Background: an optimization exercise with open tools, aiming at small area, a short achievable clock period and few clock cycles per item. Do not read the settings as production practice. Function was checked by simulation only, so behaviour that the tests miss may differ from the original. Power and IR drop assume default switching activity.

<file path="flow/design.v">
module gamma_lut (
    input  wire [9:0] v,
    output reg  [9:0] duty
);
    always @(*) begin
        case (v)
            10'd0: duty = 10'd0;
            10'd1: duty = 10'd0;
            10'd2: duty = 10'd0;
            10'd3: duty = 10'd0;
            10'd4: duty = 10'd0;
            10'd5: duty = 10'd0;
            10'd6: duty = 10'd0;
            10'd7: duty = 10'd0;
            10'd8: duty = 10'd0;
            10'd9: duty = 10'd0;
            10'd10: duty = 10'd0;
            10'd11: duty = 10'd0;
            10'd12: duty = 10'd0;
            10'd13: duty = 10'd0;
            10'd14: duty = 10'd0;
            10'd15: duty = 10'd0;
            10'd16: duty = 10'd0;
            10'd17: duty = 10'd0;
            10'd18: duty = 10'd0;
            10'd19: duty = 10'd0;
            10'd20: duty = 10'd0;
            10'd21: duty = 10'd0;
            10'd22: duty = 10'd0;
            10'd23: duty = 10'd0;
            10'd24: duty = 10'd0;
            10'd25: duty = 10'd0;
            10'd26: duty = 10'd0;
            10'd27: duty = 10'd0;
            10'd28: duty = 10'd0;
            10'd29: duty = 10'd0;
            10'd30: duty = 10'd0;
            10'd31: duty = 10'd0;
            10'd32: duty = 10'd1;
            10'd33: duty = 10'd1;
            10'd34: duty = 10'd1;
            10'd35: duty = 10'd1;
            10'd36: duty = 10'd1;
            10'd37: duty = 10'd1;
            10'd38: duty = 10'd1;
            10'd39: duty = 10'd1;
            10'd40: duty = 10'd1;
            10'd41: duty = 10'd1;
            10'd42: duty = 10'd1;
            10'd43: duty = 10'd1;
            10'd44: duty = 10'd1;
            10'd45: duty = 10'd1;
            10'd46: duty = 10'd1;
            10'd47: duty = 10'd1;
            10'd48: duty = 10'd1;
            10'd49: duty = 10'd1;
            10'd50: duty = 10'd1;
            10'd51: duty = 10'd1;
            10'd52: duty = 10'd1;
            10'd53: duty = 10'd2;
            10'd54: duty = 10'd2;
            10'd55: duty = 10'd2;
            10'd56: duty = 10'd2;
            10'd57: duty = 10'd2;
            10'd58: duty = 10'd2;
            10'd59: duty = 10'd2;
            10'd60: duty = 10'd2;
            10'd61: duty = 10'd2;
            10'd62: duty = 10'd2;
            10'd63: duty = 10'd2;
            10'd64: duty = 10'd2;
            10'd65: duty = 10'd2;
            10'd66: duty = 10'd2;
            10'd67: duty = 10'd3;
            10'd68: duty = 10'd3;
            10'd69: duty = 10'd3;
            10'd70: duty = 10'd3;
            10'd71: duty = 10'd3;
            10'd72: duty = 10'd3;
            10'd73: duty = 10'd3;
            10'd74: duty = 10'd3;
            10'd75: duty = 10'd3;
            10'd76: duty = 10'd3;
            10'd77: duty = 10'd3;
            10'd78: duty = 10'd4;
            10'd79: duty = 10'd4;
            10'd80: duty = 10'd4;
            10'd81: duty = 10'd4;
            10'd82: duty = 10'd4;
            10'd83: duty = 10'd4;
            10'd84: duty = 10'd4;
            10'd85: duty = 10'd4;
            10'd86: duty = 10'd4;
            10'd87: duty = 10'd5;
            10'd88: duty = 10'd5;
            10'd89: duty = 10'd5;
            10'd90: duty = 10'd5;
            10'd91: duty = 10'd5;
            10'd92: duty = 10'd5;
            10'd93: duty = 10'd5;
            10'd94: duty = 10'd5;
            10'd95: duty = 10'd5;
            10'd96: duty = 10'd6;
            10'd97: duty = 10'd6;
            10'd98: duty = 10'd6;
            10'd99: duty = 10'd6;
            10'd100: duty = 10'd6;
            10'd101: duty = 10'd6;
            10'd102: duty = 10'd6;
            10'd103: duty = 10'd7;
            10'd104: duty = 10'd7;
            10'd105: duty = 10'd7;
            10'd106: duty = 10'd7;
            10'd107: duty = 10'd7;
            10'd108: duty = 10'd7;
            10'd109: duty = 10'd7;
            10'd110: duty = 10'd8;
            10'd111: duty = 10'd8;
            10'd112: duty = 10'd8;
            10'd113: duty = 10'd8;
            10'd114: duty = 10'd8;
            10'd115: duty = 10'd8;
            10'd116: duty = 10'd9;
            10'd117: duty = 10'd9;
            10'd118: duty = 10'd9;
            10'd119: duty = 10'd9;
            10'd120: duty = 10'd9;
            10'd121: duty = 10'd9;
            10'd122: duty = 10'd10;
            10'd123: duty = 10'd10;
            10'd124: duty = 10'd10;
            10'd125: duty = 10'd10;
            10'd126: duty = 10'd10;
            10'd127: duty = 10'd10;
            10'd128: duty = 10'd11;
            10'd129: duty = 10'd11;
            10'd130: duty = 10'd11;
            10'd131: duty = 10'd11;
            10'd132: duty = 10'd11;
            10'd133: duty = 10'd11;
            10'd134: duty = 10'd12;
            10'd135: duty = 10'd12;
            10'd136: duty = 10'd12;
            10'd137: duty = 10'd12;
            10'd138: duty = 10'd12;
            10'd139: duty = 10'd13;
            10'd140: duty = 10'd13;
            10'd141: duty = 10'd13;
            10'd142: duty = 10'd13;
            10'd143: duty = 10'd13;
            10'd144: duty = 10'd14;
            10'd145: duty = 10'd14;
            10'd146: duty = 10'd14;
            10'd147: duty = 10'd14;
            10'd148: duty = 10'd15;
            10'd149: duty = 10'd15;
            10'd150: duty = 10'd15;
            10'd151: duty = 10'd15;
            10'd152: duty = 10'd15;
            10'd153: duty = 10'd16;
            10'd154: duty = 10'd16;
            10'd155: duty = 10'd16;
            10'd156: duty = 10'd16;
            10'd157: duty = 10'd17;
            10'd158: duty = 10'd17;
            10'd159: duty = 10'd17;
            10'd160: duty = 10'd17;
            10'd161: duty = 10'd18;
            10'd162: duty = 10'd18;
            10'd163: duty = 10'd18;
            10'd164: duty = 10'd18;
            10'd165: duty = 10'd18;
            10'd166: duty = 10'd19;
            10'd167: duty = 10'd19;
            10'd168: duty = 10'd19;
            10'd169: duty = 10'd19;
            10'd170: duty = 10'd20;
            10'd171: duty = 10'd20;
            10'd172: duty = 10'd20;
            10'd173: duty = 10'd21;
            10'd174: duty = 10'd21;
            10'd175: duty = 10'd21;
            10'd176: duty = 10'd21;
            10'd177: duty = 10'd22;
            10'd178: duty = 10'd22;
            10'd179: duty = 10'd22;
            10'd180: duty = 10'd22;
            10'd181: duty = 10'd23;
            10'd182: duty = 10'd23;
            10'd183: duty = 10'd23;
            10'd184: duty = 10'd23;
            10'd185: duty = 10'd24;
            10'd186: duty = 10'd24;
            10'd187: duty = 10'd24;
            10'd188: duty = 10'd25;
            10'd189: duty = 10'd25;
            10'd190: duty = 10'd25;
            10'd191: duty = 10'd25;
            10'd192: duty = 10'd26;
            10'd193: duty = 10'd26;
            10'd194: duty = 10'd26;
            10'd195: duty = 10'd27;
            10'd196: duty = 10'd27;
            10'd197: duty = 10'd27;
            10'd198: duty = 10'd28;
            10'd199: duty = 10'd28;
            10'd200: duty = 10'd28;
            10'd201: duty = 10'd29;
            10'd202: duty = 10'd29;
            10'd203: duty = 10'd29;
            10'd204: duty = 10'd29;
            10'd205: duty = 10'd30;
            10'd206: duty = 10'd30;
            10'd207: duty = 10'd30;
            10'd208: duty = 10'd31;
            10'd209: duty = 10'd31;
            10'd210: duty = 10'd31;
            10'd211: duty = 10'd32;
            10'd212: duty = 10'd32;
            10'd213: duty = 10'd32;
            10'd214: duty = 10'd33;
            10'd215: duty = 10'd33;
            10'd216: duty = 10'd33;
            10'd217: duty = 10'd34;
            10'd218: duty = 10'd34;
            10'd219: duty = 10'd34;
            10'd220: duty = 10'd35;
            10'd221: duty = 10'd35;
            10'd222: duty = 10'd35;
            10'd223: duty = 10'd36;
            10'd224: duty = 10'd36;
            10'd225: duty = 10'd37;
            10'd226: duty = 10'd37;
            10'd227: duty = 10'd37;
            10'd228: duty = 10'd38;
            10'd229: duty = 10'd38;
            10'd230: duty = 10'd38;
            10'd231: duty = 10'd39;
            10'd232: duty = 10'd39;
            10'd233: duty = 10'd39;
            10'd234: duty = 10'd40;
            10'd235: duty = 10'd40;
            10'd236: duty = 10'd41;
            10'd237: duty = 10'd41;
            10'd238: duty = 10'd41;
            10'd239: duty = 10'd42;
            10'd240: duty = 10'd42;
            10'd241: duty = 10'd43;
            10'd242: duty = 10'd43;
            10'd243: duty = 10'd43;
            10'd244: duty = 10'd44;
            10'd245: duty = 10'd44;
            10'd246: duty = 10'd44;
            10'd247: duty = 10'd45;
            10'd248: duty = 10'd45;
            10'd249: duty = 10'd46;
            10'd250: duty = 10'd46;
            10'd251: duty = 10'd46;
            10'd252: duty = 10'd47;
            10'd253: duty = 10'd47;
            10'd254: duty = 10'd48;
            10'd255: duty = 10'd48;
            10'd256: duty = 10'd49;
            10'd257: duty = 10'd49;
            10'd258: duty = 10'd49;
            10'd259: duty = 10'd50;
            10'd260: duty = 10'd50;
            10'd261: duty = 10'd51;
            10'd262: duty = 10'd51;
            10'd263: duty = 10'd52;
            10'd264: duty = 10'd52;
            10'd265: duty = 10'd52;
            10'd266: duty = 10'd53;
            10'd267: duty = 10'd53;
            10'd268: duty = 10'd54;
            10'd269: duty = 10'd54;
            10'd270: duty = 10'd55;
            10'd271: duty = 10'd55;
            10'd272: duty = 10'd55;
            10'd273: duty = 10'd56;
            10'd274: duty = 10'd56;
            10'd275: duty = 10'd57;
            10'd276: duty = 10'd57;
            10'd277: duty = 10'd58;
            10'd278: duty = 10'd58;
            10'd279: duty = 10'd59;
            10'd280: duty = 10'd59;
            10'd281: duty = 10'd60;
            10'd282: duty = 10'd60;
            10'd283: duty = 10'd61;
            10'd284: duty = 10'd61;
            10'd285: duty = 10'd61;
            10'd286: duty = 10'd62;
            10'd287: duty = 10'd62;
            10'd288: duty = 10'd63;
            10'd289: duty = 10'd63;
            10'd290: duty = 10'd64;
            10'd291: duty = 10'd64;
            10'd292: duty = 10'd65;
            10'd293: duty = 10'd65;
            10'd294: duty = 10'd66;
            10'd295: duty = 10'd66;
            10'd296: duty = 10'd67;
            10'd297: duty = 10'd67;
            10'd298: duty = 10'd68;
            10'd299: duty = 10'd68;
            10'd300: duty = 10'd69;
            10'd301: duty = 10'd69;
            10'd302: duty = 10'd70;
            10'd303: duty = 10'd70;
            10'd304: duty = 10'd71;
            10'd305: duty = 10'd71;
            10'd306: duty = 10'd72;
            10'd307: duty = 10'd72;
            10'd308: duty = 10'd73;
            10'd309: duty = 10'd73;
            10'd310: duty = 10'd74;
            10'd311: duty = 10'd75;
            10'd312: duty = 10'd75;
            10'd313: duty = 10'd76;
            10'd314: duty = 10'd76;
            10'd315: duty = 10'd77;
            10'd316: duty = 10'd77;
            10'd317: duty = 10'd78;
            10'd318: duty = 10'd78;
            10'd319: duty = 10'd79;
            10'd320: duty = 10'd79;
            10'd321: duty = 10'd80;
            10'd322: duty = 10'd80;
            10'd323: duty = 10'd81;
            10'd324: duty = 10'd82;
            10'd325: duty = 10'd82;
            10'd326: duty = 10'd83;
            10'd327: duty = 10'd83;
            10'd328: duty = 10'd84;
            10'd329: duty = 10'd84;
            10'd330: duty = 10'd85;
            10'd331: duty = 10'd85;
            10'd332: duty = 10'd86;
            10'd333: duty = 10'd87;
            10'd334: duty = 10'd87;
            10'd335: duty = 10'd88;
            10'd336: duty = 10'd88;
            10'd337: duty = 10'd89;
            10'd338: duty = 10'd89;
            10'd339: duty = 10'd90;
            10'd340: duty = 10'd91;
            10'd341: duty = 10'd91;
            10'd342: duty = 10'd92;
            10'd343: duty = 10'd92;
            10'd344: duty = 10'd93;
            10'd345: duty = 10'd94;
            10'd346: duty = 10'd94;
            10'd347: duty = 10'd95;
            10'd348: duty = 10'd95;
            10'd349: duty = 10'd96;
            10'd350: duty = 10'd97;
            10'd351: duty = 10'd97;
            10'd352: duty = 10'd98;
            10'd353: duty = 10'd98;
            10'd354: duty = 10'd99;
            10'd355: duty = 10'd100;
            10'd356: duty = 10'd100;
            10'd357: duty = 10'd101;
            10'd358: duty = 10'd102;
            10'd359: duty = 10'd102;
            10'd360: duty = 10'd103;
            10'd361: duty = 10'd103;
            10'd362: duty = 10'd104;
            10'd363: duty = 10'd105;
            10'd364: duty = 10'd105;
            10'd365: duty = 10'd106;
            10'd366: duty = 10'd107;
            10'd367: duty = 10'd107;
            10'd368: duty = 10'd108;
            10'd369: duty = 10'd109;
            10'd370: duty = 10'd109;
            10'd371: duty = 10'd110;
            10'd372: duty = 10'd110;
            10'd373: duty = 10'd111;
            10'd374: duty = 10'd112;
            10'd375: duty = 10'd112;
            10'd376: duty = 10'd113;
            10'd377: duty = 10'd114;
            10'd378: duty = 10'd114;
            10'd379: duty = 10'd115;
            10'd380: duty = 10'd116;
            10'd381: duty = 10'd116;
            10'd382: duty = 10'd117;
            10'd383: duty = 10'd118;
            10'd384: duty = 10'd118;
            10'd385: duty = 10'd119;
            10'd386: duty = 10'd120;
            10'd387: duty = 10'd121;
            10'd388: duty = 10'd121;
            10'd389: duty = 10'd122;
            10'd390: duty = 10'd123;
            10'd391: duty = 10'd123;
            10'd392: duty = 10'd124;
            10'd393: duty = 10'd125;
            10'd394: duty = 10'd125;
            10'd395: duty = 10'd126;
            10'd396: duty = 10'd127;
            10'd397: duty = 10'd127;
            10'd398: duty = 10'd128;
            10'd399: duty = 10'd129;
            10'd400: duty = 10'd130;
            10'd401: duty = 10'd130;
            10'd402: duty = 10'd131;
            10'd403: duty = 10'd132;
            10'd404: duty = 10'd132;
            10'd405: duty = 10'd133;
            10'd406: duty = 10'd134;
            10'd407: duty = 10'd135;
            10'd408: duty = 10'd135;
            10'd409: duty = 10'd136;
            10'd410: duty = 10'd137;
            10'd411: duty = 10'd138;
            10'd412: duty = 10'd138;
            10'd413: duty = 10'd139;
            10'd414: duty = 10'd140;
            10'd415: duty = 10'd141;
            10'd416: duty = 10'd141;
            10'd417: duty = 10'd142;
            10'd418: duty = 10'd143;
            10'd419: duty = 10'd144;
            10'd420: duty = 10'd144;
            10'd421: duty = 10'd145;
            10'd422: duty = 10'd146;
            10'd423: duty = 10'd147;
            10'd424: duty = 10'd147;
            10'd425: duty = 10'd148;
            10'd426: duty = 10'd149;
            10'd427: duty = 10'd150;
            10'd428: duty = 10'd150;
            10'd429: duty = 10'd151;
            10'd430: duty = 10'd152;
            10'd431: duty = 10'd153;
            10'd432: duty = 10'd154;
            10'd433: duty = 10'd154;
            10'd434: duty = 10'd155;
            10'd435: duty = 10'd156;
            10'd436: duty = 10'd157;
            10'd437: duty = 10'd157;
            10'd438: duty = 10'd158;
            10'd439: duty = 10'd159;
            10'd440: duty = 10'd160;
            10'd441: duty = 10'd161;
            10'd442: duty = 10'd161;
            10'd443: duty = 10'd162;
            10'd444: duty = 10'd163;
            10'd445: duty = 10'd164;
            10'd446: duty = 10'd165;
            10'd447: duty = 10'd166;
            10'd448: duty = 10'd166;
            10'd449: duty = 10'd167;
            10'd450: duty = 10'd168;
            10'd451: duty = 10'd169;
            10'd452: duty = 10'd170;
            10'd453: duty = 10'd170;
            10'd454: duty = 10'd171;
            10'd455: duty = 10'd172;
            10'd456: duty = 10'd173;
            10'd457: duty = 10'd174;
            10'd458: duty = 10'd175;
            10'd459: duty = 10'd175;
            10'd460: duty = 10'd176;
            10'd461: duty = 10'd177;
            10'd462: duty = 10'd178;
            10'd463: duty = 10'd179;
            10'd464: duty = 10'd180;
            10'd465: duty = 10'd181;
            10'd466: duty = 10'd181;
            10'd467: duty = 10'd182;
            10'd468: duty = 10'd183;
            10'd469: duty = 10'd184;
            10'd470: duty = 10'd185;
            10'd471: duty = 10'd186;
            10'd472: duty = 10'd187;
            10'd473: duty = 10'd187;
            10'd474: duty = 10'd188;
            10'd475: duty = 10'd189;
            10'd476: duty = 10'd190;
            10'd477: duty = 10'd191;
            10'd478: duty = 10'd192;
            10'd479: duty = 10'd193;
            10'd480: duty = 10'd194;
            10'd481: duty = 10'd194;
            10'd482: duty = 10'd195;
            10'd483: duty = 10'd196;
            10'd484: duty = 10'd197;
            10'd485: duty = 10'd198;
            10'd486: duty = 10'd199;
            10'd487: duty = 10'd200;
            10'd488: duty = 10'd201;
            10'd489: duty = 10'd202;
            10'd490: duty = 10'd203;
            10'd491: duty = 10'd203;
            10'd492: duty = 10'd204;
            10'd493: duty = 10'd205;
            10'd494: duty = 10'd206;
            10'd495: duty = 10'd207;
            10'd496: duty = 10'd208;
            10'd497: duty = 10'd209;
            10'd498: duty = 10'd210;
            10'd499: duty = 10'd211;
            10'd500: duty = 10'd212;
            10'd501: duty = 10'd213;
            10'd502: duty = 10'd214;
            10'd503: duty = 10'd215;
            10'd504: duty = 10'd216;
            10'd505: duty = 10'd216;
            10'd506: duty = 10'd217;
            10'd507: duty = 10'd218;
            10'd508: duty = 10'd219;
            10'd509: duty = 10'd220;
            10'd510: duty = 10'd221;
            10'd511: duty = 10'd222;
            10'd512: duty = 10'd223;
            10'd513: duty = 10'd224;
            10'd514: duty = 10'd225;
            10'd515: duty = 10'd226;
            10'd516: duty = 10'd227;
            10'd517: duty = 10'd228;
            10'd518: duty = 10'd229;
            10'd519: duty = 10'd230;
            10'd520: duty = 10'd231;
            10'd521: duty = 10'd232;
            10'd522: duty = 10'd233;
            10'd523: duty = 10'd234;
            10'd524: duty = 10'd235;
            10'd525: duty = 10'd236;
            10'd526: duty = 10'd237;
            10'd527: duty = 10'd238;
            10'd528: duty = 10'd239;
            10'd529: duty = 10'd240;
            10'd530: duty = 10'd241;
            10'd531: duty = 10'd242;
            10'd532: duty = 10'd243;
            10'd533: duty = 10'd244;
            10'd534: duty = 10'd245;
            10'd535: duty = 10'd246;
            10'd536: duty = 10'd247;
            10'd537: duty = 10'd248;
            10'd538: duty = 10'd249;
            10'd539: duty = 10'd250;
            10'd540: duty = 10'd251;
            10'd541: duty = 10'd252;
            10'd542: duty = 10'd253;
            10'd543: duty = 10'd254;
            10'd544: duty = 10'd255;
            10'd545: duty = 10'd256;
            10'd546: duty = 10'd257;
            10'd547: duty = 10'd258;
            10'd548: duty = 10'd259;
            10'd549: duty = 10'd260;
            10'd550: duty = 10'd261;
            10'd551: duty = 10'd262;
            10'd552: duty = 10'd263;
            10'd553: duty = 10'd264;
            10'd554: duty = 10'd265;
            10'd555: duty = 10'd266;
            10'd556: duty = 10'd267;
            10'd557: duty = 10'd269;
            10'd558: duty = 10'd270;
            10'd559: duty = 10'd271;
            10'd560: duty = 10'd272;
            10'd561: duty = 10'd273;
            10'd562: duty = 10'd274;
            10'd563: duty = 10'd275;
            10'd564: duty = 10'd276;
            10'd565: duty = 10'd277;
            10'd566: duty = 10'd278;
            10'd567: duty = 10'd279;
            10'd568: duty = 10'd280;
            10'd569: duty = 10'd281;
            10'd570: duty = 10'd283;
            10'd571: duty = 10'd284;
            10'd572: duty = 10'd285;
            10'd573: duty = 10'd286;
            10'd574: duty = 10'd287;
            10'd575: duty = 10'd288;
            10'd576: duty = 10'd289;
            10'd577: duty = 10'd290;
            10'd578: duty = 10'd291;
            10'd579: duty = 10'd292;
            10'd580: duty = 10'd294;
            10'd581: duty = 10'd295;
            10'd582: duty = 10'd296;
            10'd583: duty = 10'd297;
            10'd584: duty = 10'd298;
            10'd585: duty = 10'd299;
            10'd586: duty = 10'd300;
            10'd587: duty = 10'd301;
            10'd588: duty = 10'd303;
            10'd589: duty = 10'd304;
            10'd590: duty = 10'd305;
            10'd591: duty = 10'd306;
            10'd592: duty = 10'd307;
            10'd593: duty = 10'd308;
            10'd594: duty = 10'd309;
            10'd595: duty = 10'd311;
            10'd596: duty = 10'd312;
            10'd597: duty = 10'd313;
            10'd598: duty = 10'd314;
            10'd599: duty = 10'd315;
            10'd600: duty = 10'd316;
            10'd601: duty = 10'd317;
            10'd602: duty = 10'd319;
            10'd603: duty = 10'd320;
            10'd604: duty = 10'd321;
            10'd605: duty = 10'd322;
            10'd606: duty = 10'd323;
            10'd607: duty = 10'd324;
            10'd608: duty = 10'd326;
            10'd609: duty = 10'd327;
            10'd610: duty = 10'd328;
            10'd611: duty = 10'd329;
            10'd612: duty = 10'd330;
            10'd613: duty = 10'd332;
            10'd614: duty = 10'd333;
            10'd615: duty = 10'd334;
            10'd616: duty = 10'd335;
            10'd617: duty = 10'd336;
            10'd618: duty = 10'd338;
            10'd619: duty = 10'd339;
            10'd620: duty = 10'd340;
            10'd621: duty = 10'd341;
            10'd622: duty = 10'd342;
            10'd623: duty = 10'd344;
            10'd624: duty = 10'd345;
            10'd625: duty = 10'd346;
            10'd626: duty = 10'd347;
            10'd627: duty = 10'd348;
            10'd628: duty = 10'd350;
            10'd629: duty = 10'd351;
            10'd630: duty = 10'd352;
            10'd631: duty = 10'd353;
            10'd632: duty = 10'd355;
            10'd633: duty = 10'd356;
            10'd634: duty = 10'd357;
            10'd635: duty = 10'd358;
            10'd636: duty = 10'd360;
            10'd637: duty = 10'd361;
            10'd638: duty = 10'd362;
            10'd639: duty = 10'd363;
            10'd640: duty = 10'd365;
            10'd641: duty = 10'd366;
            10'd642: duty = 10'd367;
            10'd643: duty = 10'd368;
            10'd644: duty = 10'd370;
            10'd645: duty = 10'd371;
            10'd646: duty = 10'd372;
            10'd647: duty = 10'd373;
            10'd648: duty = 10'd375;
            10'd649: duty = 10'd376;
            10'd650: duty = 10'd377;
            10'd651: duty = 10'd378;
            10'd652: duty = 10'd380;
            10'd653: duty = 10'd381;
            10'd654: duty = 10'd382;
            10'd655: duty = 10'd384;
            10'd656: duty = 10'd385;
            10'd657: duty = 10'd386;
            10'd658: duty = 10'd387;
            10'd659: duty = 10'd389;
            10'd660: duty = 10'd390;
            10'd661: duty = 10'd391;
            10'd662: duty = 10'd393;
            10'd663: duty = 10'd394;
            10'd664: duty = 10'd395;
            10'd665: duty = 10'd397;
            10'd666: duty = 10'd398;
            10'd667: duty = 10'd399;
            10'd668: duty = 10'd401;
            10'd669: duty = 10'd402;
            10'd670: duty = 10'd403;
            10'd671: duty = 10'd405;
            10'd672: duty = 10'd406;
            10'd673: duty = 10'd407;
            10'd674: duty = 10'd409;
            10'd675: duty = 10'd410;
            10'd676: duty = 10'd411;
            10'd677: duty = 10'd413;
            10'd678: duty = 10'd414;
            10'd679: duty = 10'd415;
            10'd680: duty = 10'd417;
            10'd681: duty = 10'd418;
            10'd682: duty = 10'd419;
            10'd683: duty = 10'd421;
            10'd684: duty = 10'd422;
            10'd685: duty = 10'd423;
            10'd686: duty = 10'd425;
            10'd687: duty = 10'd426;
            10'd688: duty = 10'd427;
            10'd689: duty = 10'd429;
            10'd690: duty = 10'd430;
            10'd691: duty = 10'd432;
            10'd692: duty = 10'd433;
            10'd693: duty = 10'd434;
            10'd694: duty = 10'd436;
            10'd695: duty = 10'd437;
            10'd696: duty = 10'd438;
            10'd697: duty = 10'd440;
            10'd698: duty = 10'd441;
            10'd699: duty = 10'd443;
            10'd700: duty = 10'd444;
            10'd701: duty = 10'd445;
            10'd702: duty = 10'd447;
            10'd703: duty = 10'd448;
            10'd704: duty = 10'd450;
            10'd705: duty = 10'd451;
            10'd706: duty = 10'd452;
            10'd707: duty = 10'd454;
            10'd708: duty = 10'd455;
            10'd709: duty = 10'd457;
            10'd710: duty = 10'd458;
            10'd711: duty = 10'd459;
            10'd712: duty = 10'd461;
            10'd713: duty = 10'd462;
            10'd714: duty = 10'd464;
            10'd715: duty = 10'd465;
            10'd716: duty = 10'd467;
            10'd717: duty = 10'd468;
            10'd718: duty = 10'd469;
            10'd719: duty = 10'd471;
            10'd720: duty = 10'd472;
            10'd721: duty = 10'd474;
            10'd722: duty = 10'd475;
            10'd723: duty = 10'd477;
            10'd724: duty = 10'd478;
            10'd725: duty = 10'd480;
            10'd726: duty = 10'd481;
            10'd727: duty = 10'd483;
            10'd728: duty = 10'd484;
            10'd729: duty = 10'd485;
            10'd730: duty = 10'd487;
            10'd731: duty = 10'd488;
            10'd732: duty = 10'd490;
            10'd733: duty = 10'd491;
            10'd734: duty = 10'd493;
            10'd735: duty = 10'd494;
            10'd736: duty = 10'd496;
            10'd737: duty = 10'd497;
            10'd738: duty = 10'd499;
            10'd739: duty = 10'd500;
            10'd740: duty = 10'd502;
            10'd741: duty = 10'd503;
            10'd742: duty = 10'd505;
            10'd743: duty = 10'd506;
            10'd744: duty = 10'd508;
            10'd745: duty = 10'd509;
            10'd746: duty = 10'd511;
            10'd747: duty = 10'd512;
            10'd748: duty = 10'd514;
            10'd749: duty = 10'd515;
            10'd750: duty = 10'd517;
            10'd751: duty = 10'd518;
            10'd752: duty = 10'd520;
            10'd753: duty = 10'd521;
            10'd754: duty = 10'd523;
            10'd755: duty = 10'd524;
            10'd756: duty = 10'd526;
            10'd757: duty = 10'd527;
            10'd758: duty = 10'd529;
            10'd759: duty = 10'd530;
            10'd760: duty = 10'd532;
            10'd761: duty = 10'd534;
            10'd762: duty = 10'd535;
            10'd763: duty = 10'd537;
            10'd764: duty = 10'd538;
            10'd765: duty = 10'd540;
            10'd766: duty = 10'd541;
            10'd767: duty = 10'd543;
            10'd768: duty = 10'd544;
            10'd769: duty = 10'd546;
            10'd770: duty = 10'd548;
            10'd771: duty = 10'd549;
            10'd772: duty = 10'd551;
            10'd773: duty = 10'd552;
            10'd774: duty = 10'd554;
            10'd775: duty = 10'd555;
            10'd776: duty = 10'd557;
            10'd777: duty = 10'd559;
            10'd778: duty = 10'd560;
            10'd779: duty = 10'd562;
            10'd780: duty = 10'd563;
            10'd781: duty = 10'd565;
            10'd782: duty = 10'd567;
            10'd783: duty = 10'd568;
            10'd784: duty = 10'd570;
            10'd785: duty = 10'd571;
            10'd786: duty = 10'd573;
            10'd787: duty = 10'd575;
            10'd788: duty = 10'd576;
            10'd789: duty = 10'd578;
            10'd790: duty = 10'd579;
            10'd791: duty = 10'd581;
            10'd792: duty = 10'd583;
            10'd793: duty = 10'd584;
            10'd794: duty = 10'd586;
            10'd795: duty = 10'd587;
            10'd796: duty = 10'd589;
            10'd797: duty = 10'd591;
            10'd798: duty = 10'd592;
            10'd799: duty = 10'd594;
            10'd800: duty = 10'd596;
            10'd801: duty = 10'd597;
            10'd802: duty = 10'd599;
            10'd803: duty = 10'd601;
            10'd804: duty = 10'd602;
            10'd805: duty = 10'd604;
            10'd806: duty = 10'd605;
            10'd807: duty = 10'd607;
            10'd808: duty = 10'd609;
            10'd809: duty = 10'd610;
            10'd810: duty = 10'd612;
            10'd811: duty = 10'd614;
            10'd812: duty = 10'd615;
            10'd813: duty = 10'd617;
            10'd814: duty = 10'd619;
            10'd815: duty = 10'd620;
            10'd816: duty = 10'd622;
            10'd817: duty = 10'd624;
            10'd818: duty = 10'd625;
            10'd819: duty = 10'd627;
            10'd820: duty = 10'd629;
            10'd821: duty = 10'd631;
            10'd822: duty = 10'd632;
            10'd823: duty = 10'd634;
            10'd824: duty = 10'd636;
            10'd825: duty = 10'd637;
            10'd826: duty = 10'd639;
            10'd827: duty = 10'd641;
            10'd828: duty = 10'd642;
            10'd829: duty = 10'd644;
            10'd830: duty = 10'd646;
            10'd831: duty = 10'd648;
            10'd832: duty = 10'd649;
            10'd833: duty = 10'd651;
            10'd834: duty = 10'd653;
            10'd835: duty = 10'd654;
            10'd836: duty = 10'd656;
            10'd837: duty = 10'd658;
            10'd838: duty = 10'd660;
            10'd839: duty = 10'd661;
            10'd840: duty = 10'd663;
            10'd841: duty = 10'd665;
            10'd842: duty = 10'd667;
            10'd843: duty = 10'd668;
            10'd844: duty = 10'd670;
            10'd845: duty = 10'd672;
            10'd846: duty = 10'd674;
            10'd847: duty = 10'd675;
            10'd848: duty = 10'd677;
            10'd849: duty = 10'd679;
            10'd850: duty = 10'd681;
            10'd851: duty = 10'd682;
            10'd852: duty = 10'd684;
            10'd853: duty = 10'd686;
            10'd854: duty = 10'd688;
            10'd855: duty = 10'd689;
            10'd856: duty = 10'd691;
            10'd857: duty = 10'd693;
            10'd858: duty = 10'd695;
            10'd859: duty = 10'd697;
            10'd860: duty = 10'd698;
            10'd861: duty = 10'd700;
            10'd862: duty = 10'd702;
            10'd863: duty = 10'd704;
            10'd864: duty = 10'd705;
            10'd865: duty = 10'd707;
            10'd866: duty = 10'd709;
            10'd867: duty = 10'd711;
            10'd868: duty = 10'd713;
            10'd869: duty = 10'd714;
            10'd870: duty = 10'd716;
            10'd871: duty = 10'd718;
            10'd872: duty = 10'd720;
            10'd873: duty = 10'd722;
            10'd874: duty = 10'd724;
            10'd875: duty = 10'd725;
            10'd876: duty = 10'd727;
            10'd877: duty = 10'd729;
            10'd878: duty = 10'd731;
            10'd879: duty = 10'd733;
            10'd880: duty = 10'd735;
            10'd881: duty = 10'd736;
            10'd882: duty = 10'd738;
            10'd883: duty = 10'd740;
            10'd884: duty = 10'd742;
            10'd885: duty = 10'd744;
            10'd886: duty = 10'd746;
            10'd887: duty = 10'd747;
            10'd888: duty = 10'd749;
            10'd889: duty = 10'd751;
            10'd890: duty = 10'd753;
            10'd891: duty = 10'd755;
            10'd892: duty = 10'd757;
            10'd893: duty = 10'd759;
            10'd894: duty = 10'd760;
            10'd895: duty = 10'd762;
            10'd896: duty = 10'd764;
            10'd897: duty = 10'd766;
            10'd898: duty = 10'd768;
            10'd899: duty = 10'd770;
            10'd900: duty = 10'd772;
            10'd901: duty = 10'd774;
            10'd902: duty = 10'd776;
            10'd903: duty = 10'd777;
            10'd904: duty = 10'd779;
            10'd905: duty = 10'd781;
            10'd906: duty = 10'd783;
            10'd907: duty = 10'd785;
            10'd908: duty = 10'd787;
            10'd909: duty = 10'd789;
            10'd910: duty = 10'd791;
            10'd911: duty = 10'd793;
            10'd912: duty = 10'd795;
            10'd913: duty = 10'd796;
            10'd914: duty = 10'd798;
            10'd915: duty = 10'd800;
            10'd916: duty = 10'd802;
            10'd917: duty = 10'd804;
            10'd918: duty = 10'd806;
            10'd919: duty = 10'd808;
            10'd920: duty = 10'd810;
            10'd921: duty = 10'd812;
            10'd922: duty = 10'd814;
            10'd923: duty = 10'd816;
            10'd924: duty = 10'd818;
            10'd925: duty = 10'd820;
            10'd926: duty = 10'd822;
            10'd927: duty = 10'd824;
            10'd928: duty = 10'd826;
            10'd929: duty = 10'd828;
            10'd930: duty = 10'd829;
            10'd931: duty = 10'd831;
            10'd932: duty = 10'd833;
            10'd933: duty = 10'd835;
            10'd934: duty = 10'd837;
            10'd935: duty = 10'd839;
            10'd936: duty = 10'd841;
            10'd937: duty = 10'd843;
            10'd938: duty = 10'd845;
            10'd939: duty = 10'd847;
            10'd940: duty = 10'd849;
            10'd941: duty = 10'd851;
            10'd942: duty = 10'd853;
            10'd943: duty = 10'd855;
            10'd944: duty = 10'd857;
            10'd945: duty = 10'd859;
            10'd946: duty = 10'd861;
            10'd947: duty = 10'd863;
            10'd948: duty = 10'd865;
            10'd949: duty = 10'd867;
            10'd950: duty = 10'd869;
            10'd951: duty = 10'd871;
            10'd952: duty = 10'd873;
            10'd953: duty = 10'd875;
            10'd954: duty = 10'd877;
            10'd955: duty = 10'd879;
            10'd956: duty = 10'd881;
            10'd957: duty = 10'd883;
            10'd958: duty = 10'd885;
            10'd959: duty = 10'd887;
            10'd960: duty = 10'd889;
            10'd961: duty = 10'd892;
            10'd962: duty = 10'd894;
            10'd963: duty = 10'd896;
            10'd964: duty = 10'd898;
            10'd965: duty = 10'd900;
            10'd966: duty = 10'd902;
            10'd967: duty = 10'd904;
            10'd968: duty = 10'd906;
            10'd969: duty = 10'd908;
            10'd970: duty = 10'd910;
            10'd971: duty = 10'd912;
            10'd972: duty = 10'd914;
            10'd973: duty = 10'd916;
            10'd974: duty = 10'd918;
            10'd975: duty = 10'd920;
            10'd976: duty = 10'd922;
            10'd977: duty = 10'd925;
            10'd978: duty = 10'd927;
            10'd979: duty = 10'd929;
            10'd980: duty = 10'd931;
            10'd981: duty = 10'd933;
            10'd982: duty = 10'd935;
            10'd983: duty = 10'd937;
            10'd984: duty = 10'd939;
            10'd985: duty = 10'd941;
            10'd986: duty = 10'd943;
            10'd987: duty = 10'd945;
            10'd988: duty = 10'd948;
            10'd989: duty = 10'd950;
            10'd990: duty = 10'd952;
            10'd991: duty = 10'd954;
            10'd992: duty = 10'd956;
            10'd993: duty = 10'd958;
            10'd994: duty = 10'd960;
            10'd995: duty = 10'd962;
            10'd996: duty = 10'd965;
            10'd997: duty = 10'd967;
            10'd998: duty = 10'd969;
            10'd999: duty = 10'd971;
            10'd1000: duty = 10'd973;
            10'd1001: duty = 10'd975;
            10'd1002: duty = 10'd977;
            10'd1003: duty = 10'd980;
            10'd1004: duty = 10'd982;
            10'd1005: duty = 10'd984;
            10'd1006: duty = 10'd986;
            10'd1007: duty = 10'd988;
            10'd1008: duty = 10'd990;
            10'd1009: duty = 10'd992;
            10'd1010: duty = 10'd995;
            10'd1011: duty = 10'd997;
            10'd1012: duty = 10'd999;
            10'd1013: duty = 10'd1001;
            10'd1014: duty = 10'd1003;
            10'd1015: duty = 10'd1005;
            10'd1016: duty = 10'd1008;
            10'd1017: duty = 10'd1010;
            10'd1018: duty = 10'd1012;
            10'd1019: duty = 10'd1014;
            10'd1020: duty = 10'd1016;
            10'd1021: duty = 10'd1019;
            10'd1022: duty = 10'd1021;
            10'd1023: duty = 10'd1023;
            default: duty = 10'd0;
        endcase
    end
endmodule
module ir_decoder (
    input  wire        clk,
    input  wire        rst,
    input  wire        do_edge,      
    input  wire        edge_pol,     
    input  wire        do_tick,      
    input  wire [15:0] ts,           
    input  wire        do_deframe,   
    output reg         frame_ready,
    output reg         out_valid,    
    output reg         out_repeat,   
    output wire [15:0] out_addr,
    output wire [7:0]  out_cmd,
    output reg         stall         
);
    localparam [15:0] ACCEPTED_ADDRESS = 16'hEF00;
    localparam [2:0]  REPEAT_CAP = 3'd4;
    localparam [15:0] START_LO  = 16'd4500;
    localparam [15:0] START_HI  = 16'd13500;
    localparam [15:0] LEAD_LO   = 16'd1125;
    localparam [15:0] LEAD_HI   = 16'd6750;
    localparam [15:0] LEAD_MID  = 16'd3375;
    localparam [15:0] BITP_LO   = 16'd282;
    localparam [15:0] BITP_HI   = 16'd843;
    localparam [15:0] PAUSE_LO  = 16'd282;
    localparam [15:0] PAUSE_HI  = 16'd2531;
    localparam [15:0] PAUSE_MID = 16'd1125;
    reg  [15:0] baseline;
    reg         e_valid;      
    reg         e_pol;
    reg  [15:0] e_d;          
    reg  [6:0]  pos;
    reg  [7:0]  cmd_sr;       
    reg         addr_ok;      
    reg         chk_ok;       
    reg  [2:0]  repeat_cnt;
    reg         last_ok;      
    reg  [7:0]  last_cmd;
    assign out_addr = ACCEPTED_ADDRESS;
    assign out_cmd  = last_cmd;
    wire [15:0] d     = e_d;
    wire        pulse = e_pol;
    wire start_ok  = pulse  && d >= START_LO && d <= START_HI;
    wire lead_ok   = !pulse && d >= LEAD_LO  && d <= LEAD_HI;
    wire lead_rep  = d < LEAD_MID;
    wire bitp_ok   = pulse  && d >= BITP_LO  && d <= BITP_HI;
    wire pause_ok  = !pulse && d >= PAUSE_LO && d <= PAUSE_HI;
    wire pause_bit = !(d < PAUSE_MID);
    wire [6:0]  pm3   = pos - 7'd3;
    wire [4:0]  bit_k = pm3[5:1];
    reg  [6:0] pos_e;
    always @(*) begin
        if (pos == 7'd0)
            pos_e = start_ok ? 7'd1 : 7'd0;
        else if (pos == 7'd1)
            pos_e = (lead_ok && !lead_rep) ? 7'd2 : 7'd0;
        else if (!pos[0])
            pos_e = bitp_ok ? pos + 7'd1 : 7'd0;
        else
            pos_e = pause_ok ? pos + 7'd1 : 7'd0;
    end
    wire e_act = e_valid && !frame_ready;
    wire [6:0] pos_after = e_act ? pos_e : pos;
    wire       rep_hit   = e_act && pos == 7'd1 && lead_ok && lead_rep &&
                           repeat_cnt < REPEAT_CAP;
    wire [2:0] rcnt_after = rep_hit ? 3'd0 : repeat_cnt;
    always @(posedge clk) begin
        if (rst) begin
            baseline    <= 16'd0;
            e_valid     <= 1'b0;
            e_pol       <= 1'b0;
            e_d         <= 16'd0;
            stall       <= 1'b0;
            pos         <= 7'd0;
            frame_ready <= 1'b0;
            cmd_sr      <= 8'd0;
            addr_ok     <= 1'b0;
            chk_ok      <= 1'b0;
            repeat_cnt  <= REPEAT_CAP;
            last_ok     <= 1'b0;
            last_cmd    <= 8'd0;
            out_valid   <= 1'b0;
            out_repeat  <= 1'b0;
        end else begin
            out_valid <= 1'b0;
            e_valid <= do_edge;
            e_pol   <= edge_pol;
            e_d     <= ts - baseline;
            if (do_edge || do_tick)
                baseline <= ts;
            stall <= do_edge && !frame_ready &&
                     ((pos_after == 7'd1 && last_ok && repeat_cnt < REPEAT_CAP) ||
                      pos_after == 7'd65);
            if (e_act) begin
                pos <= pos_e;
                if (rep_hit) begin
                    repeat_cnt <= 3'd0;
                    if (last_ok) begin
                        out_valid  <= 1'b1;
                        out_repeat <= 1'b1;
                    end
                end
                if (pos != 7'd1 && pos[0] && pause_ok) begin
                    if (!bit_k[4]) begin
                        addr_ok <= (addr_ok || bit_k == 5'd0) &&
                                   (pause_bit == ACCEPTED_ADDRESS[bit_k[3:0]]);
                    end else if (!bit_k[3]) begin
                        cmd_sr <= {pause_bit, cmd_sr[7:1]};
                    end else begin
                        chk_ok <= (chk_ok || bit_k == 5'd24) &&
                                  (pause_bit != cmd_sr[0]);
                        cmd_sr <= {cmd_sr[0], cmd_sr[7:1]};
                    end
                    if (pos == 7'd65)
                        frame_ready <= 1'b1;
                end
            end
            if (do_tick) begin
                if (rcnt_after < REPEAT_CAP)
                    repeat_cnt <= rcnt_after + 3'd1;
                pos <= 7'd0;
            end
            if (do_deframe && frame_ready) begin
                if (chk_ok) begin
                    last_cmd   <= cmd_sr;
                    last_ok    <= addr_ok;
                    repeat_cnt <= 3'd0;
                    if (addr_ok) begin
                        out_valid  <= 1'b1;
                        out_repeat <= 1'b0;
                    end
                end
                frame_ready <= 1'b0;
                pos         <= 7'd0;
            end
        end
    end
endmodule
module cmd_queue (
    input  wire       clk,
    input  wire       rst,
    input  wire       do_enq,
    input  wire [7:0] enq_byte,
    input  wire       do_deq,
    output wire [7:0] head
);
    reg [7:0] slot [0:14];
    reg [3:0] wr;
    reg [3:0] rd;
    reg       full;
    wire       empty = (wr == rd) && !full;
    wire [3:0] wr_n  = (wr == 4'd14) ? 4'd0 : wr + 4'd1;
    wire [3:0] rd_n  = (rd == 4'd14) ? 4'd0 : rd + 4'd1;
    assign head = empty ? 8'h00 : slot[rd];
    always @(posedge clk) begin
        if (do_enq && !full)
            slot[wr] <= enq_byte;
    end
    always @(posedge clk) begin
        if (rst) begin
            wr   <= 4'd0;
            rd   <= 4'd0;
            full <= 1'b0;
        end else begin
            if (do_enq && !full) begin
                wr <= wr_n;
                if (wr_n == rd)
                    full <= 1'b1;
            end
            if (do_deq && !empty) begin
                rd   <= rd_n;
                full <= 1'b0;
            end
        end
    end
endmodule
module out_stage (
    input  wire        clk,
    input  wire        rst,
    input  wire        do_write,      
    input  wire [9:0]  v_r,
    input  wire [9:0]  v_g,
    input  wire [9:0]  v_b,
    input  wire        do_rollover,   
    input  wire        do_drain,      
    input  wire        do_pwr_off,    
    input  wire        do_pwr_on,     
    output reg  [9:0]  comm_r,
    output reg  [9:0]  comm_g,
    output reg  [9:0]  comm_b,
    output reg  [2:0]  ch_en,
    output reg         gen_run,
    output reg  [7:0]  ticks,
    output reg         busy           
);
    localparam [7:0] TICK_SAT_MAX = 8'd255;
    localparam [9:0] GE2_V = 10'd53;   
    reg  [9:0] p0, p1, p2;             
    reg  [1:0] left;                   
    wire turn = (left != 2'd0);
    wire [9:0] lut_out;
    gamma_lut u_lut (.v(p0 & {10{turn}}), .duty(lut_out));
    wire roll_req = (do_rollover && gen_run) || busy;
    wire commit   = roll_req && !left[1];
    always @(posedge clk) begin
        if (rst) begin
            p0      <= 10'd0;
            p1      <= 10'd0;
            p2      <= 10'd0;
            left    <= 2'd0;
            comm_r  <= 10'd0;
            comm_g  <= 10'd0;
            comm_b  <= 10'd0;
            ch_en   <= 3'b000;
            gen_run <= 1'b1;
            ticks   <= 8'd0;
            busy    <= 1'b0;
        end else begin
            if (do_write) begin
                p0   <= v_r;
                p1   <= v_g;
                p2   <= v_b;
                left <= 2'd3;
            end else if (turn) begin
                p0   <= p1;
                p1   <= p2;
                p2   <= lut_out;
                left <= left - 2'd1;
            end
            busy <= roll_req && left[1];
            if (commit) begin
                if (left[0]) begin
                    comm_r   <= p1;
                    comm_g   <= p2;
                    comm_b   <= lut_out;
                    ch_en[0] <= (p1[9:1] != 9'd0);
                    ch_en[1] <= (p2[9:1] != 9'd0);
                    ch_en[2] <= (p0 >= GE2_V);
                end else begin
                    comm_r   <= p0;
                    comm_g   <= p1;
                    comm_b   <= p2;
                    ch_en[0] <= (p0[9:1] != 9'd0);
                    ch_en[1] <= (p1[9:1] != 9'd0);
                    ch_en[2] <= (p2[9:1] != 9'd0);
                end
                if (ticks != TICK_SAT_MAX)
                    ticks <= ticks + 8'd1;
            end
            if (do_drain)
                ticks <= 8'd0;
            if (do_pwr_off) begin
                gen_run <= 1'b0;
                ch_en   <= 3'b000;
            end
            if (do_pwr_on)
                gen_run <= 1'b1;
        end
    end
endmodule
module rgb_ir_block (
    input  wire        clk,
    input  wire        rst,           
    input  wire        op_valid,
    output wire        op_ready,
    input  wire [31:0] op_word,
    output reg         res_valid,     
    output reg  [7:0]  res_data,
    output wire        ir_valid,      
    output wire        ir_repeat,
    output wire [15:0] ir_addr,
    output wire [7:0]  ir_cmd,
    output wire [9:0]  duty_r,        
    output wire [9:0]  duty_g,
    output wire [9:0]  duty_b,
    output wire [2:0]  ch_en,
    output wire        gen_run,
    output wire        frame_ready,
    output reg         refused
);
    wire [3:0] op = op_word[31:28];
    wire is_out_write = (op_word[31:30] == 2'b11);
    wire is_edge      = (op == 4'h1) && (op_word[27:17] == 11'd0);
    wire is_tick      = (op == 4'h2) && (op_word[27:16] == 12'd0);
    wire is_deframe   = (op_word == 32'h3000_0000);
    wire is_enq       = (op_word[31:8] == 24'h40_0000);
    wire is_deq       = (op_word == 32'h5000_0000);
    wire is_rollover  = (op_word == 32'h6000_0000);
    wire is_drain     = (op_word == 32'h7000_0000);
    wire is_pwr_off   = (op_word == 32'h8000_0000);
    wire is_pwr_on    = (op_word == 32'h9000_0000);
    wire is_legal = is_out_write | is_edge | is_tick | is_deframe | is_enq |
                    is_deq | is_rollover | is_drain | is_pwr_off | is_pwr_on;
    wire busy;       
    wire ir_stall;   
    assign op_ready = !busy && !ir_stall;
    wire go = op_valid && op_ready && !refused;
    always @(posedge clk) begin
        if (rst)
            refused <= 1'b0;
        else if (go && !is_legal)
            refused <= 1'b1;
    end
    wire [7:0] head;
    wire [7:0] ticks;
    ir_decoder u_ir (
        .clk         (clk),
        .rst         (rst),
        .do_edge     (go && is_edge),
        .edge_pol    (op_word[16]),
        .do_tick     (go && is_tick),
        .ts          (op_word[15:0]),
        .do_deframe  (go && is_deframe),
        .frame_ready (frame_ready),
        .out_valid   (ir_valid),
        .out_repeat  (ir_repeat),
        .out_addr    (ir_addr),
        .out_cmd     (ir_cmd),
        .stall       (ir_stall)
    );
    cmd_queue u_queue (
        .clk       (clk),
        .rst       (rst),
        .do_enq    (go && is_enq),
        .enq_byte  (op_word[7:0]),
        .do_deq    (go && is_deq),
        .head      (head)
    );
    out_stage u_out (
        .clk         (clk),
        .rst         (rst),
        .do_write    (go && is_out_write),
        .v_r         (op_word[29:20]),
        .v_g         (op_word[19:10]),
        .v_b         (op_word[9:0]),
        .do_rollover (go && is_rollover),
        .do_drain    (go && is_drain),
        .do_pwr_off  (go && is_pwr_off),
        .do_pwr_on   (go && is_pwr_on),
        .comm_r      (duty_r),
        .comm_g      (duty_g),
        .comm_b      (duty_b),
        .ch_en       (ch_en),
        .gen_run     (gen_run),
        .ticks       (ticks),
        .busy        (busy)
    );
    always @(posedge clk) begin
        if (rst) begin
            res_valid <= 1'b0;
            res_data  <= 8'd0;
        end else begin
            res_valid <= go && (is_deq || is_drain);
            if (go && is_deq)
                res_data <= head;
            else if (go && is_drain)
                res_data <= ticks;
        end
    end
endmodule
</file>
<file path="flow/run.sh">
#!/bin/bash
# synth_recipe.tcl (not shown) runs the flow's synth.tcl, then flattens the netlist and writes it again
# the make line also repeats each setting of config.mk as NAME=value (left out here)
make -C /OpenROAD-flow-scripts/flow DESIGN_CONFIG=/design/flow/config.mk WORK_HOME=/design/flow/orfs CLKGATE_MAP_FILE= SYNTH_SCRIPT=/design/flow/synth_recipe.tcl finish
</file>
<file path="flow/config.mk">
export PLATFORM = sky130hd
export DESIGN_NAME = rgb_ir_block
export DESIGN_NICKNAME = rgb_ir_block
export VERILOG_FILES = /design/flow/design.v
export SDC_FILE = /design/flow/constraint.sdc
export NUM_CORES = 4
export LEC_CHECK = 0
export ABC_AREA = 1
export CAP_MARGIN = 20
export CORE_MARGIN = 2
export CORE_UTILIZATION = 40
export SETUP_SLACK_MARGIN = 3.5
export SLEW_MARGIN = 20
export SYNTH_MEMORY_MAX_BITS = 65536
</file>
<file path="flow/constraint.sdc">
create_clock -name core_clock -period 6.5 [get_ports {clk}]
set_input_delay 1.3000 -clock core_clock [delete_from_list [all_inputs] [get_ports {clk}]]
set_output_delay 1.3000 -clock core_clock [all_outputs]
set_load 0.01 [all_outputs]
</file>
==> summary.txt <==
----------------------------------------------------
[Min path]
  Kind of path behind the tightest hold check ... register to register

[STA]
  Share of the clock period used by the worst path after layout ... between 40% and 50%
  Worst slew pin tran ... 0.954 ns
  Number of setup violations in the final report ... 0
  Max-slew violations ... 0
  Final total negative setup slack ... 0 ns
  RSZ-0062 raised after global routing ... true
  Minimum clock period after layout ... 3.00 ns
  Smallest hold slack ... approximately 0.46 ns
  Final hold vios ... 0
  Timing-limited maximum frequency ... 0.333 GHz
  Final setup skew ... around 0.029 ns
  Max-slew headroom at the worst pin ... between 30% and 40%

[Die]
  Area enclosed by the die boundary ... 0.0461 mm²
  Die boundary width ... 215 µm
  Core Box Area ... 0.0440 mm²
  Number of placement rows ... a little under 80
  Die height ... 215 µm
  Starting density of the core ... 40.4%
  Number of top-level design ports ... roughly 110

[Setup path]
  Required time of the critical path ... 6.90 ns
  Stage delay of the slowest cell on the critical path ... 0.60 ns
  Cell with the most instances on the worst path ... nand3_1
  Crit path max-delay cell type ... dfxtp_2
  Top delay family on crit path ... simple AND/OR/NAND/NOR gates
  Arrival time at the worst endpoint ... 3.41 ns
  Category of the critical setup timing path ... register to register
  Launching element type of the critical path ... register
  Kind of end point of the critical path ... register
  Worst path buffer plus inverter count ... 3
  Peak fanout along the critical path ... 8
  Cells along the critical path ... inv_2 > nor2_4 > buf_4 > nand2_1 > nor2_2 > inv_1 > nand3_1 > nand3_1 > a21oi_1 > o21ai_1 > nand2_1 > nand3_1 > nand3_1 > a21oi_1

[Final layout]
  Ratio of cells with drive above 1 in the final layout ... 15.1%
  Non-filler instance count after layout ... 3344
  Net total in the final layout ... 2807
  Number of inserted diodes ... 0
  Relative area change from synthesis to final layout ... 25.6%

[Global route]
  Vias in the first global route ... 18700
  Met1 Usage GRT ... 41.5%
  Total global routing track utilization ... 30.5%
  Most used routing layer in global routing ... met2
  Initial antenna violation count ... 1
  Met3 GRT Util ... 5.93%
  Wire length of the first global-routing pass ... 110 mm
  Aggregate global routing overflow ... 0
  Largest net degree at the start of global routing ... 60
  GR Layer Usage met2 ... roughly 46%

[Synthesis]
  Area fraction in compound gates after synthesis ... 19.6%
  XOR/XNOR Fraction of Synth Area ... 0.641%
  Cell accounting for the most synthesized area ... edfxtp_1
  Post-synthesis average cell area ... 6.90 µm²
  Async set-reset flop share out of synthesis ... 0%
  Netlist area before placement ... about 0.018 mm²
  Number of enable-type register cells in the synthesized netlist ... 120
  Register bit count reported by yosys ... between 200 and 300
  Leading cell types by total area after synthesis ... edfxtp_1 20%, dfxtp_1 19%, nand2_1 14%
  Ys Warns ... 5
  Most used flip-flop cell after synthesis ... dfxtp_1
  Post-synthesis cell count ... between 2000 and 3000
  Library cells used by synthesis ... 53
  Simple logic cell fraction of the synthesized area ... 28.9%
  Fraction of post-synthesis cell area in the top cell type by area ... 20.3%
  Multiplexer share of the synthesized area ... 0%
  Sequential-to-total area share from yosys stat ... 38.9%
  Adder-cell share of the synthesized area ... 2.86%
  Combinational family with the most area after synthesis ... simple AND/OR/NAND/NOR gates

[Routing]
  Average wire per cell in the routed design ... between 20 and 25 µm
  Via count of the routed design ... 19900
  Final routed wirelength across all metal layers ... 74.5 mm
  Count of antenna-violating nets left after detailed routing ... 0
  DR iter-0 viols ... 2808
  Detail-routed via count per cell ... 5.97
  Detailed-router iteration count before antenna repair ... 7
  DRC errors left ... 0

[Clocking]
  Sink count of the clock tree ... 285
  Number of buffers created by CTS ... 34
  Clk slew on worst S/H paths ... approximately 0.060 ns
  Maximum clock path buffer count ... 3
  Later-pin clock latency in the skew report ... 0.54 ns
  Hold-fix buffers, CTS ... 0
  Number of H-tree branching levels ... 2
  Library cell used as clock root buffer ... clkbuf_16
  CTS tree ... built

[Run]
  Max Cap Violations ... 0

[Power and ir drop]
  Power density normalized to cell area ... 231 mW/mm²
  Leakage ... 8.90 nW
  Max rail drop VDD ... 0.208 mV
  Overall power after layout ... slightly above 5 mW

[Place]
  Half-perimeter wire length after placement ... 48.2 mm
  Dpl cells ... 3162
  Number of input and output port buffers inserted ... 90
  Routability Congestion ... 1.04

[Status]
  Result of the run ... complete, no violations

----------------------------------------------------
## cells by family after synthesis
| group | Yosys count |
|---|---|
| other | 2 |
| DFF | 285 |
| adders and majority gates | 40 |
| buffers and inverters | 383 |
| and+or+nand+nor | 1229 |
| xor gates and xnor gates | 13 |
| AOI/OAI and AO/OA | 623 |
## routing by layer
metal,up-vias,share of wire [%]
met3,294,11
met2,1252,43
met4,0,5.4
li1,9044,-
met1,9359,41
met5,-,0
## sequential cells by signal, indices dropped and copies added, names as in the netlist, 4 cells and up, named ones only
signal / cells
u_out.comm_g: 10
u_out.p2: 10
u_ir.cmd_sr: 8
u_queue.slot: 120
u_out.comm_r: 10
u_ir.pos: 7
u_ir.last_cmd: 8
u_ir.e_d: 16
u_out.p1: 10
u_queue.rd: 4
res_data: 8
u_out.p0: 10
u_out.ticks: 8
u_ir.baseline: 16
u_queue.wr: 4
u_out.comm_b: 10
## cells in the mapped netlist (8+ instances only)
cell and count:
nand2_1 654, nor2_1 257, inv_1 223, a21oi_1 218, o21ai_0 216, nand3_1 207, dfxtp_1 165, edfxtp_1 120
clkbuf_1 75, nor3_1 40, ha_1 39, o22ai_1 38, buf_2 37, a31oi_1 31, nand4_1 31, o211ai_1 27
buf_4 25, o21ai_1 21, a211oi_1 20, xor2_1 12, nor4_1 11, o31ai_1 11, a22oi_1 9, inv_2 8
## through the flow
step	area (µm²)	util, %	worst slack [ns]
2_1_floorplan	18000	-	3.47
3_3_place_gp	19200	43.7	2.06
3_5_place_dp	19200	43.7	1.92
4_1_cts	21300	48.3	3.47
5_1_grt	22300	50.7	3.42
6_report	22300	50.7	3.50
## final timing paths
path / start / to / slack [ns] / cells past startpoint
max: u_out.p0[2]$_SDFFE_PP0P_ / u_out.p2[5]$_SDFFE_PP0P_ / 3.50 / 14
min: u_ir.out_repeat$_SDFF_PP0_ / u_ir.out_repeat$_SDFF_PP0_ / 0.46 / 2
max reg2reg: u_out.p0[2]$_SDFFE_PP0P_ / u_out.p2[5]$_SDFFE_PP0P_ / 3.50 / 14
min reg2reg: u_ir.out_repeat$_SDFF_PP0_ / u_ir.out_repeat$_SDFF_PP0_ / 0.46 / 2
## power by group
| group | internal (mW) | leakage [nW] | total, mW | switching [mW] |
|---|---|---|---|---|
| Combinational | 0.461 | 5.98 | 1.38 | 0.921 |
| Sequential | 1.89 | 2.42 | 1.95 | 0.0567 |
| Clock | 1.07 | 0.502 | 1.81 | 0.748 |
## layout by cell type (no fill, tap or decap), types with 40 or more instances in the layout
cell,synthesis,routed
nor2_1,257,221
clkdlybuf4s50_1,0,58
inv_1,223,193
a21oi_1,218,212
nand2_1,654,615
nand3_1,207,197
edfxtp_1,120,120
dfxtp_1,165,159
o21ai_0,216,209
buf_4,25,117
clkbuf_16,0,40
## worst register-to-register path: cells and delay by family (launching register included)
family          cells  cell delay, ns
compound gates      3            0.29
buf+inv             3            0.61
flops               1            0.60
simple gates        8            1.39
## repair_timing
| item | 4_1_cts | 5_1_grt |
|---|---|---|
| setup endpoints to repair | 260 | 249 |
| resized for setup | 157 | 145 |
| pin swaps | 25 | 38 |
| setup buffers | 57 | 52 |
| gates cloned | 6 | 11 |
## layout make-up
type / instances / area (µm²)
clock buffers: 44 / 908
repair inverters: 6 / 43.8
well taps: 592 / 741
multi-input cells: 1924 / 10200
inverters: 238 / 995
fillers: 4381 / 21700
clock inverters: 12 / 130
repair buffers: 243 / 2410
flip-flops and latches: 285 / 6920
Testbench counts, summed over its fixed seeds: cycles 167,566, ops 160,000.

[what the ideal ports hide]
In the flow no input, the clock included, has a driving cell. The finished layout below was timed again as built, in two steps.
Step 1 (the two cells are an assumption about what drives the block):
set clk [get_ports {clk}]
set_driving_cell -lib_cell sky130_fd_sc_hd__clkbuf_16 $clk
set_driving_cell -lib_cell sky130_fd_sc_hd__buf_2 [delete_from_list [all_inputs] $clk]
Step 2 also shifts input and output timing later by t, the mid clock arrival at the registers, as if the neighbouring blocks saw the same clock.
Three values: ideal, step 1, step 2; two values: the first two.
t (ns): 0.587
slack for setup (ns): 3.495 / 3.495 / 3.004
latest minus earliest clock arrival (ns): 0.032 / 0.032
After both steps setup and hold are still met in this run. The setup slack of this run moves by 0.000 ns with the drivers and by -0.491 ns with both steps.
